Context: an optimization exercise on an open-source flow, tuned for small area, a short achievable clock period and few clock cycles per item. The choices shown serve that exercise and are no tape-out recipe.
The RTL was checked by simulation tests, not by an equivalence proof against the original design.

// bessel0_fp64
module bessel0_fp64 (
    input  wire        clk,
    input  wire        rst,
    input  wire        in_valid,
    output wire        in_ready,
    input  wire [63:0] x,
    output reg         out_valid,
    input  wire        out_ready,
    output reg  [63:0] y
);
For scale: roughly 25000 cells after synthesis, ~130 I/O pins, ~230000 µm² of cells after synthesis.
Settings: LEC_CHECK=0, ABC_AREA=1, ABC_CLOCK_PERIOD_IN_PS=5000, CAP_MARGIN=20, CORE_MARGIN=2, CORE_UTILIZATION=40, PLACE_DENSITY=0.55, SLEW_MARGIN=50, SYNTH_HIERARCHICAL=1, SYNTH_MINIMUM_KEEP_SIZE=0; clock period 30.0 ns.
run.sh (not shown) runs the stock make flow with config.mk's settings and CLKGATE_MAP_FILE= SYNTH_SCRIPT=/design/flow/synth_recipe.tcl, a recipe that flattens the netlist after the stock synthesis.
Testbench counts at the start, summed over its fixed seeds: cycles 8,120, items 128.
Rerun with:
--- a/flow/design.v
+++ b/flow/design.v
@@ -230,17 +230,16 @@
     reg v13; reg [6:0] it13; reg [3:0] sn13; reg fn13; reg fo13; reg fz13; reg [51:0] hf13; reg [10:0] hx13; reg [5:0] dd13; reg [7:0] d313;
     reg v14; reg [6:0] it14; reg [3:0] sn14; reg fn14; reg fo14; reg fz14; reg [51:0] hf14; reg [10:0] hx14; reg [5:0] dd14; reg [7:0] d314;
     reg v15; reg [6:0] it15; reg [3:0] sn15; reg fn15; reg fo15; reg fz15; reg [51:0] hf15; reg [10:0] hx15; reg [5:0] dd15; reg [7:0] d315;
     reg v16; reg [6:0] it16; reg [3:0] sn16; reg fn16; reg fo16; reg fz16; reg [51:0] hf16; reg [10:0] hx16; reg [5:0] dd16; reg [7:0] d316;
     reg [61:0] pxh1, pyh1, qxh1, qyh1;
     reg        pci1, pst1, qci1, qst1;
     reg signed [12:0] ep1, eq1;
     reg signed [13:0] d01;
-    reg [5:0] k1;
     reg [51:0] sf1; reg [9:0] se1;
     reg [51:0] sf4; reg [9:0] se4;
     reg [51:0] sf5; reg [9:0] se5;
     reg [51:0] sf6; reg [9:0] se6;
     reg [51:0] sf7; reg [9:0] se7;
     reg [51:0] sf8; reg [9:0] se8;
     reg [51:0] sf9; reg [9:0] se9;
     reg [51:0] sf10; reg [9:0] se10;
@@ -6985,38 +6984,36 @@
                 if (v[j]) tz53 = j[5:0];
         end
     endfunction
     wire [5:0] s1_tzt = tz53(s1_t);
     wire [5:0] s1_tzh = tz53(s1_h);
     wire s1_ps = ({1'b0, s1_tzt} + {1'b0, s1_tzh}) < 7'd50;
     wire s1_qs = s1_tzt < 6'd25;
     wire s1_pc, s1_qc;
-    wire signed [12:0] s1_ep = {te16[11], te16} + $signed({2'b00, hx16}) - 13'sd1023;
     cpa44 u_lo_p (.x(s1_mx[43:0]), .y(s1_my[43:0]), .co(s1_pc));
     cpa44 u_lo_q (.x(s1_qx[43:0]), .y(s1_qy[43:0]), .co(s1_qc));
     always @(posedge clk) begin
         pxh1 <= s1_mx[105:44]; pyh1 <= s1_my[105:44]; pci1 <= s1_pc; pst1 <= s1_ps;
         qxh1 <= s1_qx[105:44]; qyh1 <= s1_qy[105:44]; qci1 <= s1_qc; qst1 <= s1_qs;
-        ep1  <= s1_ep;
-        k1   <= kshift({s1_ep[12], s1_ep});
+        ep1  <= {te16[11], te16} + $signed({2'b00, hx16}) - 13'sd1023;
         eq1  <= {te16[11], te16} + {te16[11], te16};
         d01  <= $signed({4'd0, se16}) - ({te16[11], te16[11], te16} + {te16[11], te16[11], te16});
         sf1  <= sf16; se1 <= se16;
     end
     always @(posedge clk) begin
         it1 <= it16; sn1 <= sn16; fn1 <= fn16; fo1 <= fo16; fz1 <= fz16; hf1 <= hf16; hx1 <= hx16; dd1 <= dd16; d31 <= d316;
         if (rst) v1 <= 1'b0; else v1 <= v16;
     end
     wire [61:0] s2_pw, s2_qw;
     cpa62c u_hi_p (.x(pxh1), .y(pyh1), .ci(pci1), .s(s2_pw));
     cpa62c u_hi_q (.x(qxh1), .y(qyh1), .ci(qci1), .s(s2_qw));
     wire [55:0] s2_pp = s2_pw[61:6];
     wire [55:0] s2_qq = s2_qw[61:6];
-    wire [5:0]  s2_k  = k1;
+    wire [5:0]  s2_k  = kshift({ep1[12], ep1});
     wire [54:0] s2_pr, s2_qr;
     round56  u_rnd_p (.p(s2_pp), .stlo(pst1), .k0(s2_k), .r(s2_pr));
     round56n u_rnd_q (.p(s2_qq), .stlo(qst1), .r(s2_qr));
     wire signed [12:0] s2_p1 = ep1 + 13'sd1, s2_p2 = ep1 + 13'sd2;
     wire signed [12:0] s2_q1 = eq1 + 13'sd1, s2_q2 = eq1 + 13'sd2;
     wire signed [12:0] s2_pe = s2_pr[53] ? s2_p2 : s2_pr[52] ? s2_p1 : ep1;
     wire signed [12:0] s2_qe = s2_qr[53] ? s2_q2 : s2_qr[52] ? s2_q1 : eq1;
     wire s2_po0 = ep1 > 13'sd1023, s2_po1 = ep1 > 13'sd1022, s2_po2 = ep1 > 13'sd1021;
What happened: Clock-buffer cell count went up by 7; synthesized cell count is about the same; setup slack gets better by 160 ps; via count went up by 0.99%; sequential cell count went down by 6; final area hardly moves; core utilization went up by 0.11 points; critical path depth went down by 1; area after synthesis stays flat.
Testbench counts after the change, summed over its fixed seeds: cycles 8,120, items 128.

-- afterwards: timing with drivers on the ports --
The flow's constraints put no driver on any port. The routed layouts listed below were extracted and timed again, unchanged, in two steps. Step 1 sets driving cells, clkbuf_16 on the clock port and buf_2 on the other inputs (assumed; they add their load-dependent delay and slew). Step 2 moves the port delays by t, midway between the first and last clock arrival at a register: inputs arrive t later, outputs are due t later. That takes back most of the time a late clock gives input paths. Slacks: no drivers / after step 1 / after step 2; pairs: no drivers / after step 1.
run | t (ns) | setup WS [ns] | hold slack, ns | pins driven straight from the clock port
the first run | 1.127 | 21.584 / 21.465 / 21.698 | 0.257 / 0.257 / 0.257 | 1
the second run | 1.143 | 21.744 / 21.608 / 21.375 | 0.259 / 0.259 / 0.259 | 1
After both steps every run listed still meets setup and hold. The setup slack of the second run, which loses most, moves by -0.136 ns with the drivers and by -0.369 ns with both steps.
